This design comes from an exercise in tuning for small area, a short achievable clock period and few clock cycles on the open sky130 flow, not from production work. Only simulation tests tie the RTL to the original design; equivalence was not proved. Power and IR drop assume default switching activity.

==> flow/design.v (excerpt) <==
module tsc_sponge (
    input  wire         clk,
    input  wire         rst,         
    input  wire         cmd_valid,
    output wire         cmd_ready,
    input  wire [1:0]   cmd_op,      
    input  wire [7:0]   din_len,     
    input  wire [485:0] din,         
    output wire [485:0] dout,        
    output wire         absorbed     
);
    localparam N    = 729;
    localparam RATE = 243;
    localparam K    = 1;           
    localparam B    = 27;           
    function [1:0] trot(input [1:0] a, input [1:0] c);
        begin
            case (c)
                2'd1:    trot = {a[0] & ~a[1], ~a[1]};      
                2'd2:    trot = {~a[0], ~(a[0] & ~a[1])};   
                default: trot = a;
            endcase
        end
    endfunction
    function [1:0] tadd_port(input [1:0] a, input [1:0] b);
        tadd_port = trot(a, b[1] ? 2'd0 : b[0] ? 2'd2 : 2'd1);
    endfunction
    reg  [2*N-1:0] st;
    reg            abs_flag;
    reg            busy;
  ...
For scale: about 18,000 cells after synthesis, roughly 1,500 flip-flops, roughly 990 I/O pins, about 130,000 µm² of cells after synthesis.
clock: 6.5 ns
lec_check: 0
cap_margin: 15
core_margin: 2
core_utilization: 35
cts_cluster_diameter: 100
cts_cluster_size: 16
gpl_timing_driven: 0
place_density: 0.55
slew_margin: 15
standard.sh (not shown) runs the stock make flow with config.mk's settings and CLKGATE_MAP_FILE= SYNTH_SCRIPT=/design/flow/synth_recipe.tcl, a recipe that flattens the netlist after the stock synthesis.
==> flow/flow/run.sh <==
#!/bin/bash
# Own layout flow: the standard flow (standard.sh, same synthesis script and
# config.mk settings), except that
#  - modules tsc_zp, tsc_sub, tsc_inj (substitution layer, round constants), tsc_upd and
#    tsc_absupd (state update,
#    absorb) come from flow/tsc_map.v, hand-mapped netlists of the same functions
#    in sky130_fd_sc_hd cells;
#  - the ABC buffers are removed at floorplan instead of an early timing repair;
#  - the port buffers are buf_2 cells and the resizer may change a cell's footprint;
#  - after global placement, high-fanout nets get placement-based buffer trees
#    (flow/pre_resize.tcl, flow/trees.tcl) before the standard repair_design, and
#    the output port buffers are moved next to the flip-flops that drive them
#    (flow/outbuf.tcl);
#  - timing repair after CTS and global routing aims SETUP_MARGIN ns below the period.
set -euo pipefail
W=$(pwd)
SETUP_MARGIN=${SETUP_MARGIN:-3.7}
awk 'BEGIN{skip=0} /^[ \t]*module[ \t]+(tsc_zp|tsc_sub|tsc_inj|tsc_upd|tsc_absupd)[ \t]*[(#]/{skip=1} {if(!skip)print} skip&&/^[ \t]*endmodule/{skip=0}' \
    design.v > layout_design.v
grep -qE "module (tsc_zp|tsc_sub|tsc_inj|tsc_upd|tsc_absupd)\b" layout_design.v && { echo "module not removed" >&2; exit 1; }
cat flow/tsc_map.v >> layout_design.v
sed "s#^export VERILOG_FILES *=.*#export VERILOG_FILES = $W/layout_design.v#" config.mk > config_own.mk
grep -q "layout_design.v" config_own.mk || { echo "VERILOG_FILES not set" >&2; exit 1; }
sed "s#$W/config.mk#$W/config_own.mk#g" standard.sh > own.sh
grep -q "config_own.mk" own.sh || { echo "config path not replaced" >&2; exit 1; }
bash own.sh REMOVE_ABC_BUFFERS=1 MATCH_CELL_FOOTPRINT=0 \
    "BUFFER_PORTS_ARGS=-buffer_cell sky130_fd_sc_hd__buf_2" \
    PRE_RESIZE_TCL=$W/flow/pre_resize.tcl \
    SETUP_SLACK_MARGIN=$SETUP_MARGIN finish > own_flow.log 2>&1
test -s out/final.def
==> flow/flow/outbuf.tcl <==
# Output port buffers next to the flip-flops that drive them: the flip-flop then sees
# a short wire, and the buffer drives the long wire to the pin.
proc tsc_output_buffers_near_drivers {} {
  set block [ord::get_db_block]
  set n 0
  foreach bterm [$block getBTerms] {
    if {[$bterm getIoType] != "OUTPUT"} continue
    set net [$bterm getNet]
    if {$net == "NULL"} continue
    foreach it [$net getITerms] {
      if {![$it isOutputSignal]} continue
      set buf [$it getInst]
      if {[[$buf getMaster] getName] ni {sky130_fd_sc_hd__buf_2 sky130_fd_sc_hd__buf_4}} continue
      foreach bi [$buf getITerms] {
        if {![$bi isInputSignal]} continue
        set inet [$bi getNet]
        if {$inet == "NULL"} continue
        foreach di [$inet getITerms] {
          if {![$di isOutputSignal]} continue
          set loc [[$di getInst] getLocation]
          $buf setLocation [lindex $loc 0] [lindex $loc 1]
          incr n
        }
      }
    }
  }
  puts "tsc_output_buffers_near_drivers: $n buffers moved"
}
==> flow/flow/pre_resize.tcl <==
# After global placement, before the first repair_design: buffer trees for the
# high-fanout nets (the state-update selects reach every lane), built from the
# placement, and the output port buffers moved next to their drivers.
source [file join [file dirname [info script]] trees.tcl]
tsc_fanout_trees 24 12 sky130_fd_sc_hd__buf_4
source [file join [file dirname [info script]] outbuf.tcl]
tsc_output_buffers_near_drivers
Other scripts of this flow, unchanged in this note and not shown: flow/flow/trees.tcl, flow/flow/tsc_map.v
The first run finished clean.
Testbench counts at the start, summed over its fixed seeds: cycles 32,184.
Next try:
--- a/flow/flow/run.sh
+++ b/flow/flow/run.sh
@@ -9,11 +9,9 @@
 #  - the port buffers are buf_2 cells and the resizer may change a cell's footprint;
 #  - after global placement, high-fanout nets get placement-based buffer trees
-#    (flow/pre_resize.tcl, flow/trees.tcl) before the standard repair_design, and
-#    the output port buffers are moved next to the flip-flops that drive them
-#    (flow/outbuf.tcl);
+#    (flow/pre_resize.tcl, flow/trees.tcl) before the standard repair_design;
 #  - timing repair after CTS and global routing aims SETUP_MARGIN ns below the period.
 set -euo pipefail
 W=$(pwd)
-SETUP_MARGIN=${SETUP_MARGIN:-3.7}
+SETUP_MARGIN=${SETUP_MARGIN:-3.5}
 awk 'BEGIN{skip=0} /^[ \t]*module[ \t]+(tsc_zp|tsc_sub|tsc_inj|tsc_upd|tsc_absupd)[ \t]*[(#]/{skip=1} {if(!skip)print} skip&&/^[ \t]*endmodule/{skip=0}' \
     design.v > layout_design.v
==> flow/flow/pre_resize.tcl (replaced) <==
# Before the first repair_design: buffer trees for the high-fanout signal nets (the
# state-update selects reach every lane), built from the global placement.
source [file join [file dirname [info script]] trees.tcl]
tsc_fanout_trees 24 12 sky130_fd_sc_hd__buf_4
removed: flow/flow/outbuf.tcl
=> Wire length decreases by 1.5%; register-to-register slack loses 0.099 ns; clock skew stays flat; area after synthesis does not change; hold slack gains 0.012 ns; fmax shrinks by 3.1%; critical path depth shrinks by 1.
Next try:
--- a/flow/flow/run.sh
+++ b/flow/flow/run.sh
@@ -9,9 +9,11 @@
 #  - the port buffers are buf_2 cells and the resizer may change a cell's footprint;
 #  - after global placement, high-fanout nets get placement-based buffer trees
-#    (flow/pre_resize.tcl, flow/trees.tcl) before the standard repair_design;
+#    (flow/pre_resize.tcl, flow/trees.tcl) before the standard repair_design, and
+#    the output port buffers are moved next to the flip-flops that drive them
+#    (flow/outbuf.tcl);
 #  - timing repair after CTS and global routing aims SETUP_MARGIN ns below the period.
 set -euo pipefail
 W=$(pwd)
-SETUP_MARGIN=${SETUP_MARGIN:-3.5}
+SETUP_MARGIN=${SETUP_MARGIN:-3.8}
 awk 'BEGIN{skip=0} /^[ \t]*module[ \t]+(tsc_zp|tsc_sub|tsc_inj|tsc_upd|tsc_absupd)[ \t]*[(#]/{skip=1} {if(!skip)print} skip&&/^[ \t]*endmodule/{skip=0}' \
     design.v > layout_design.v
==> flow/flow/outbuf.tcl (new file) <==
# Output port buffers next to the flip-flops that drive them: the flip-flop then sees
# a short wire, and the buffer drives the long wire to the pin.
proc tsc_output_buffers_near_drivers {} {
  set block [ord::get_db_block]
  set n 0
  foreach bterm [$block getBTerms] {
    if {[$bterm getIoType] != "OUTPUT"} continue
    set net [$bterm getNet]
    if {$net == "NULL"} continue
    foreach it [$net getITerms] {
      if {![$it isOutputSignal]} continue
      set buf [$it getInst]
      if {[[$buf getMaster] getName] ni {sky130_fd_sc_hd__buf_2 sky130_fd_sc_hd__buf_4}} continue
      foreach bi [$buf getITerms] {
        if {![$bi isInputSignal]} continue
        set inet [$bi getNet]
        if {$inet == "NULL"} continue
        foreach di [$inet getITerms] {
          if {![$di isOutputSignal]} continue
          set loc [[$di getInst] getLocation]
          $buf setLocation [lindex $loc 0] [lindex $loc 1]
          incr n
        }
      }
    }
  }
  puts "tsc_output_buffers_near_drivers: $n buffers moved"
}
==> flow/flow/pre_resize.tcl (replaced) <==
# After global placement, before the first repair_design: buffer trees for the
# high-fanout nets (the state-update selects reach every lane), built from the
# placement, and the output port buffers moved next to their drivers.
source [file join [file dirname [info script]] trees.tcl]
tsc_fanout_trees 24 12 sky130_fd_sc_hd__buf_4
source [file join [file dirname [info script]] outbuf.tcl]
tsc_output_buffers_near_drivers
After rerunning:
- wire length increases by 2.6%
- maximum frequency increases by 6.0%
- register-to-register slack improved by 0.18 ns
- first-iteration DRC count decreases by 1.5%
- worst hold slack stays flat
- global-route usage increases by 0.98 points
- final area increases by 7.3%
- total power increases by 3.0%
- non-clock buffer count increases by 603
- sequential power is about the same
Next try:
--- a/flow/flow/run.sh
+++ b/flow/flow/run.sh
@@ -9,11 +9,9 @@
 #  - the port buffers are buf_2 cells and the resizer may change a cell's footprint;
 #  - after global placement, high-fanout nets get placement-based buffer trees
-#    (flow/pre_resize.tcl, flow/trees.tcl) before the standard repair_design, and
-#    the output port buffers are moved next to the flip-flops that drive them
-#    (flow/outbuf.tcl);
+#    (flow/pre_resize.tcl, flow/trees.tcl) before the standard repair_design;
 #  - timing repair after CTS and global routing aims SETUP_MARGIN ns below the period.
 set -euo pipefail
 W=$(pwd)
-SETUP_MARGIN=${SETUP_MARGIN:-3.8}
+SETUP_MARGIN=${SETUP_MARGIN:-3.7}
 awk 'BEGIN{skip=0} /^[ \t]*module[ \t]+(tsc_zp|tsc_sub|tsc_inj|tsc_upd|tsc_absupd)[ \t]*[(#]/{skip=1} {if(!skip)print} skip&&/^[ \t]*endmodule/{skip=0}' \
     design.v > layout_design.v
==> flow/flow/pre_resize.tcl (replaced) <==
# Before the first repair_design: buffer trees for the high-fanout signal nets (the
# state-update selects reach every lane), built from the global placement.
source [file join [file dirname [info script]] trees.tcl]
tsc_fanout_trees 24 12 sky130_fd_sc_hd__buf_4
CAP_MARGIN = 10   (was 15)
SLEW_MARGIN = 10   (was 15)
removed: flow/flow/outbuf.tcl
What happened: Die area is unchanged. Final area fell by 4.0%. Routed wire length went down by 1.3%. Final cell count decreases by 1.4%. Combinational power decreases by about 5%.
Next try:
CAP_MARGIN = 15   (was 10)
CORE_UTILIZATION = 42   (was 35)
PLACE_DENSITY = 0.6   (was 0.55)
SLEW_MARGIN = 15   (was 10)
Result: The new run completed with no timing, DRC or antenna violations; via count went up by 1.2%; die area went down by 17%; count of clock-buffer cells in the layout went up by 9; worst setup slack is worse by 0.13 ns; cell count went down by 3.0%.
Next try:
CORE_UTILIZATION = 35   (was 42)
PLACE_DENSITY = 0.55   (was 0.6)
Effect: Clock skew goes down by 0.025 ns; die area goes up by about a fifth; maximum frequency goes up by a few percent; non-clock buffer count goes up by 11; utilization goes down by 8.0 points; global-route usage goes down by 9.6 points; clock power goes down by a few percent.

[what the ideal ports hide]
Ports are ideal in the flow. The routed layouts listed here were re-timed in OpenROAD.
Step 1 sets driving cells, clkbuf_16 on the clock port and buf_2 on the other inputs (assumed; they add their load-dependent delay and slew).
Step 2 times the ports against the registers' clock, not the clock port: input delays grow and output delays shrink by t, the midpoint of the rising clock arrivals with the driver on.
Slacks: no drivers / after step 1 / after step 2; pairs: no drivers / after step 1.
run | t, ns | setup WS [ns] | worst hold slack (ns) | slew at the worst register clock pin (ns) | pins driven straight from the clock port
the first run | 1.070 | 3.418 / 3.418 / 2.511 | 0.489 / 0.489 / 0.489 | 0.09 / 0.09 | 1
the second run | 1.060 | 3.319 / 3.319 / 2.333 | 0.501 / 0.501 / 0.501 | 0.09 / 0.09 | 1
the third run | 1.083 | 3.498 / 3.498 / 2.550 | 0.499 / 0.499 / 0.499 | 0.09 / 0.09 | 1
the fourth run | 1.063 | 3.532 / 3.435 / 2.508 | 0.491 / 0.491 / 0.491 | 0.10 / 0.10 | 1
the fifth run | 1.062 | 3.404 / 3.297 / 2.585 | 0.485 / 0.485 / 0.485 | 0.10 / 0.10 | 1
the sixth run | 1.058 | 3.543 / 3.432 / 2.601 | 0.493 / 0.493 / 0.493 | 0.09 / 0.09 | 1
After both steps setup and hold are still met in every run listed. For the fourth run, which loses most, drivers alone change the setup slack by -0.097 ns; drivers and shift together by -1.024 ns.
